Source: an optimization exercise on an open RTL-to-GDS flow (aim: a short achievable clock period and few clock cycles per item). Production flows keep margins and buffers that such runs may drop.
The RTL was checked by simulation tests, not by an equivalence proof against the original design.
The clock input has no modelled driver; a real chip could not lean on it and would need a root buffer or a full tree.
Power figures rest on the tool's default switching activity, not on a simulated workload.

## trial 7
==> flow/design.v (excerpt) <==
module fht8v_ook_codec (
  input  wire        clk,
  input  wire        rst,
  input  wire        enc_in_valid,
  output wire        enc_in_ready,
  input  wire [47:0] enc_in_msg,
  output wire        enc_out_valid,
  input  wire        enc_out_ready,
  output wire [7:0]  enc_out_byte,
  output wire        enc_out_last,
  input  wire        dec_in_valid,
  output wire        dec_in_ready,
  input  wire [7:0]  dec_in_byte,
  input  wire        dec_in_last,
  input  wire        dec_in_strict,
  output wire        dec_out_valid,
  input  wire        dec_out_ready,
  output wire [47:0] dec_out_msg,
  output wire [1:0]  dec_out_err
);
Size: roughly 130 I/O pins, roughly 0.022 mm² of cells after synthesis.
export LEC_CHECK = 0
export ABC_CLOCK_PERIOD_IN_PS = 1500
export CAP_MARGIN = 20
export CORE_MARGIN = 2
export CORE_UTILIZATION = 65
export CTS_BUF_LIST = sky130_fd_sc_hd__clkbuf_16 sky130_fd_sc_hd__clkbuf_8
export CTS_CLUSTER_DIAMETER = 60
export CTS_CLUSTER_SIZE = 24
export SETUP_SLACK_MARGIN = 3.3
export SLEW_MARGIN = 20
create_clock -name core_clock -period 5.0 [get_ports {clk}]
standard.sh (not shown) runs the stock make flow with config.mk's settings and CLKGATE_MAP_FILE= SYNTH_SCRIPT=/design/flow/synth_recipe.tcl, a recipe that flattens the netlist after the stock synthesis.
==> flow/flow/run.sh <==
#!/bin/bash
set -euo pipefail
export PRE_CTS_TCL="$PWD/flow/mytree.tcl"
export MT_GROUP=24
export MT_ROOTS=4
bash standard.sh > standard_flow.log 2>&1
==> flow/flow/mytree.tcl <==
rename clock_tree_synthesis __triton_cts
proc mt_split {items ngroups} {
  # split items ({iterm x y}) into ngroups groups of about equal size by
  # cutting at the median of the longer side, recursively
  if {$ngroups <= 1} { return [list $items] }
  set xs [lmap i $items {lindex $i 1}]
  set ys [lmap i $items {lindex $i 2}]
  set dx [expr {[tcl::mathfunc::max {*}$xs] - [tcl::mathfunc::min {*}$xs]}]
  set dy [expr {[tcl::mathfunc::max {*}$ys] - [tcl::mathfunc::min {*}$ys]}]
  set idx [expr {$dx >= $dy ? 1 : 2}]
  set sorted [lsort -integer -index $idx $items]
  set n [llength $sorted]
  set left [expr {$ngroups / 2}]
  set cut [expr {int(round(double($n) * $left / $ngroups))}]
  return [concat [mt_split [lrange $sorted 0 [expr {$cut - 1}]] $left] \
                 [mt_split [lrange $sorted $cut end] [expr {$ngroups - $left}]]]
}
proc mt_center {items} {
  set sx 0; set sy 0
  foreach s $items { set sx [expr {$sx + [lindex $s 1]}]; set sy [expr {$sy + [lindex $s 2]}] }
  set n [llength $items]
  return [list [expr {int($sx / $n)}] [expr {int($sy / $n)}]]
}
proc mt_buf {block master name innet outnet x y} {
  set inst [odb::dbInst_create $block $master $name]
  [$inst findITerm A] connect $innet
  [$inst findITerm X] connect $outnet
  $inst setLocation $x $y
  $inst setPlacementStatus PLACED
  return $inst
}
proc clock_tree_synthesis {args} {
  set gmax $::env(MT_GROUP)
  set nroots $::env(MT_ROOTS)
  set block [ord::get_db_block]
  set db [ord::get_db]
  set master [$db findMaster sky130_fd_sc_hd__clkbuf_16]
  set clk [$block findNet clk]
  set items {}
  foreach it [$clk getITerms] {
    set bb [[$it getInst] getBBox]
    lappend items [list $it [expr {([$bb xMin] + [$bb xMax]) / 2}] [expr {([$bb yMin] + [$bb yMax]) / 2}]]
  }
  set n [llength $items]
  set nleaves [expr {int(ceil(double($n) / $gmax))}]
  # leaves per root, rounded up to a whole number per root
  set per [expr {int(ceil(double($nleaves) / $nroots))}]
  set nleaves [expr {$per * $nroots}]
  set regions [mt_split $items $nroots]
  puts "mytree: $n sinks, $nroots roots, $per leaves per root"
  set li 0
  set ri 0
  foreach reg $regions {
    set rnet [odb::dbNet_create $block clknet_root_$ri]
    $rnet setSigType CLOCK
    set groups [mt_split $reg $per]
    set leafpos {}
    foreach g $groups {
      set net [odb::dbNet_create $block clknet_leaf_$li]
      $net setSigType CLOCK
      foreach s $g {
        set it [lindex $s 0]
        $it disconnect
        $it connect $net
      }
      lassign [mt_center $g] gx gy
      mt_buf $block $master cts_leaf_$li $rnet $net $gx $gy
      lappend leafpos [list {} $gx $gy]
      puts "mytree: root $ri leaf $li: [llength $g] sinks at [expr {$gx / 1000.0}] [expr {$gy / 1000.0}]"
      incr li
    }
    lassign [mt_center $leafpos] rx ry
    mt_buf $block $master cts_root_$ri $clk $rnet $rx $ry
    incr ri
  }
  $clk setSigType CLOCK
  set_propagated_clock [all_clocks]
}
Trial 7: full flow OK, the timing, DRC and antenna checks passed
Testbench counts of trial 7, summed over its fixed seeds: cycles 33,894, items 768.
Input-level comparison between build 53 and trial 7:
Settings: SETUP_SLACK_MARGIN now 3.5, was 3.3; CORE_UTILIZATION now 55, was 65.
--- a/flow/flow/run.sh
+++ b/flow/flow/run.sh
@@ -4,3 +4,4 @@
 export MT_GROUP=24
 export MT_ROOTS=4
+export MT_BUF=sky130_fd_sc_hd__buf_12
 bash standard.sh > standard_flow.log 2>&1
--- a/flow/flow/mytree.tcl
+++ b/flow/flow/mytree.tcl
@@ -35,5 +35,5 @@
   set block [ord::get_db_block]
   set db [ord::get_db]
-  set master [$db findMaster sky130_fd_sc_hd__clkbuf_16]
+  set master [$db findMaster $::env(MT_BUF)]
   set clk [$block findNet clk]
   set items {}
==> comparison <==
Build 53: flow completed, timing, DRC and antenna clean
| switching share of power | lower: trial 7 |
For build 53, the critical setup path kind was flip-flop to output pin, unlike trial 7, where it was input port to flip-flop.
NOTE: sequential share of layout area in build 53 falls short of that of trial 7
Global-route usage on build 53 is down relative to trial 7.
On synthesized area, build 53 tracks trial 7 almost exactly.
Cmp trial 7 and build 53 / power / higher: build 53
The final reports for build 53 and trial 7 show final instance area higher in the former.
Taking trial 7 as the reference, in build 53 portion of total power attributed to the clock network dropped 2.4 points; number of buffers inserted by post-CTS setup repair higher.
No run of this note takes its clock network from TritonCTS; it comes from the design's own scripts or RTL.

========
Starting RTL as in the previous note.
Settings: LEC_CHECK=0, ABC_CLOCK_PERIOD_IN_PS=1500, CAP_MARGIN=20, CORE_MARGIN=2, CORE_UTILIZATION=55, CTS_BUF_LIST=sky130_fd_sc_hd__clkbuf_16 sky130_fd_sc_hd__clkbuf_8, CTS_CLUSTER_DIAMETER=60, CTS_CLUSTER_SIZE=24, SETUP_SLACK_MARGIN=3.3, SLEW_MARGIN=20; clock period 5.0 ns.
==> flow/flow/run.sh <==
#!/bin/bash
set -euo pipefail
export PRE_CTS_TCL="$PWD/flow/mytree.tcl"
export MT_GROUP=24
export MT_ROOTS=4
bash standard.sh > standard_flow.log 2>&1
==> flow/flow/mytree.tcl <==
rename clock_tree_synthesis __triton_cts
proc mt_split {items ngroups} {
  # split items ({iterm x y}) into ngroups groups of about equal size by
  # cutting at the median of the longer side, recursively
  if {$ngroups <= 1} { return [list $items] }
  set xs [lmap i $items {lindex $i 1}]
  set ys [lmap i $items {lindex $i 2}]
  set dx [expr {[tcl::mathfunc::max {*}$xs] - [tcl::mathfunc::min {*}$xs]}]
  set dy [expr {[tcl::mathfunc::max {*}$ys] - [tcl::mathfunc::min {*}$ys]}]
  set idx [expr {$dx >= $dy ? 1 : 2}]
  set sorted [lsort -integer -index $idx $items]
  set n [llength $sorted]
  set left [expr {$ngroups / 2}]
  set cut [expr {int(round(double($n) * $left / $ngroups))}]
  return [concat [mt_split [lrange $sorted 0 [expr {$cut - 1}]] $left] \
                 [mt_split [lrange $sorted $cut end] [expr {$ngroups - $left}]]]
}
proc mt_center {items} {
  set sx 0; set sy 0
  foreach s $items { set sx [expr {$sx + [lindex $s 1]}]; set sy [expr {$sy + [lindex $s 2]}] }
  set n [llength $items]
  return [list [expr {int($sx / $n)}] [expr {int($sy / $n)}]]
}
proc mt_buf {block master name innet outnet x y} {
  set inst [odb::dbInst_create $block $master $name]
  [$inst findITerm A] connect $innet
  [$inst findITerm X] connect $outnet
  $inst setLocation $x $y
  $inst setPlacementStatus PLACED
  return $inst
}
proc clock_tree_synthesis {args} {
  set gmax $::env(MT_GROUP)
  set nroots $::env(MT_ROOTS)
  set block [ord::get_db_block]
  set db [ord::get_db]
  set master [$db findMaster sky130_fd_sc_hd__clkbuf_16]
  set clk [$block findNet clk]
  set items {}
  foreach it [$clk getITerms] {
    set bb [[$it getInst] getBBox]
    lappend items [list $it [expr {([$bb xMin] + [$bb xMax]) / 2}] [expr {([$bb yMin] + [$bb yMax]) / 2}]]
  }
  set n [llength $items]
  set nleaves [expr {int(ceil(double($n) / $gmax))}]
  # leaves per root, rounded up to a whole number per root
  set per [expr {int(ceil(double($nleaves) / $nroots))}]
  set nleaves [expr {$per * $nroots}]
  set regions [mt_split $items $nroots]
  puts "mytree: $n sinks, $nroots roots, $per leaves per root"
  set li 0
  set ri 0
  foreach reg $regions {
    set rnet [odb::dbNet_create $block clknet_root_$ri]
    $rnet setSigType CLOCK
    set groups [mt_split $reg $per]
    set leafpos {}
    foreach g $groups {
      set net [odb::dbNet_create $block clknet_leaf_$li]
      $net setSigType CLOCK
      foreach s $g {
        set it [lindex $s 0]
        $it disconnect
        $it connect $net
      }
      lassign [mt_center $g] gx gy
      mt_buf $block $master cts_leaf_$li $rnet $net $gx $gy
      lappend leafpos [list {} $gx $gy]
      puts "mytree: root $ri leaf $li: [llength $g] sinks at [expr {$gx / 1000.0}] [expr {$gy / 1000.0}]"
      incr li
    }
    lassign [mt_center $leafpos] rx ry
    mt_buf $block $master cts_root_$ri $clk $rnet $rx $ry
    incr ri
  }
  $clk setSigType CLOCK
  set_propagated_clock [all_clocks]
}
The first run completed with no timing, DRC or antenna violations.
Testbench counts at the start, summed over its fixed seeds: cycles 33,894, items 768.
==> next run, changes <==
--- a/flow/flow/run.sh
+++ b/flow/flow/run.sh
@@ -5,0 +6 @@
+export MT_BUF=sky130_fd_sc_hd__buf_12
--- a/flow/flow/mytree.tcl
+++ b/flow/flow/mytree.tcl
@@ -37 +37 @@
-  set master [$db findMaster sky130_fd_sc_hd__clkbuf_16]
+  set master [$db findMaster $::env(MT_BUF)]
The new run passed the timing, DRC and antenna checks. Cell count came out higher slightly. Worst setup slack gets better by 0.013 ns. Global-route usage came out higher by 0.58 points. Core utilization came out higher by 0.57 points. Sequential share of layout area came out lower by 0.43 points. Power came out lower slightly. First-iteration DRC count came out lower by a few percent. Critical path depth came out higher by 5. Area after synthesis stays the same. Synthesized cell count is unchanged. Hold slack is about the same.
In every run of this note, the design's own scripts or RTL, not TritonCTS, make the clock network.

## what the ideal ports hide
The results above use ideal ports. As a check the final layouts listed here were re-extracted and re-timed, cells and wires unchanged.
Step 1 (the two cells are an assumption about what drives the block):
set clk [get_ports {clk}]
set_driving_cell -lib_cell sky130_fd_sc_hd__clkbuf_16 $clk
set_driving_cell -lib_cell sky130_fd_sc_hd__buf_2 [delete_from_list [all_inputs] $clk]
Step 2 also shifts input and output timing later by t, the mid clock arrival at the registers, as if the neighbouring blocks saw the same clock.
a / b / c = ideal / step 1 / step 2; a / b = the first two.
run | t (ns) | setup WS [ns] | worst setup path at the end | slew at the worst register clock pin (ns) | worst slew at a driven data input, ns
trial 7 | 0.459 | 3.112 / 3.037 / 2.735 | input to register | 0.09 / 0.09 | 0.05
build 53 | 0.428 | 3.204 / 3.081 / 2.873 | input to register | 0.10 / 0.10 | 0.08
the first run of note 2 | 0.451 | 3.167 / 3.054 / 2.902 | input to register | 0.09 / 0.09 | 0.06
the second run of note 2 | 0.416 | 3.180 / 3.090 / 2.841 | input to register | 0.10 / 0.10 | 0.06
After both steps every run listed still meets setup and hold. For trial 7, which loses most, drivers alone change the setup slack by -0.075 ns; drivers and shift together by -0.377 ns.
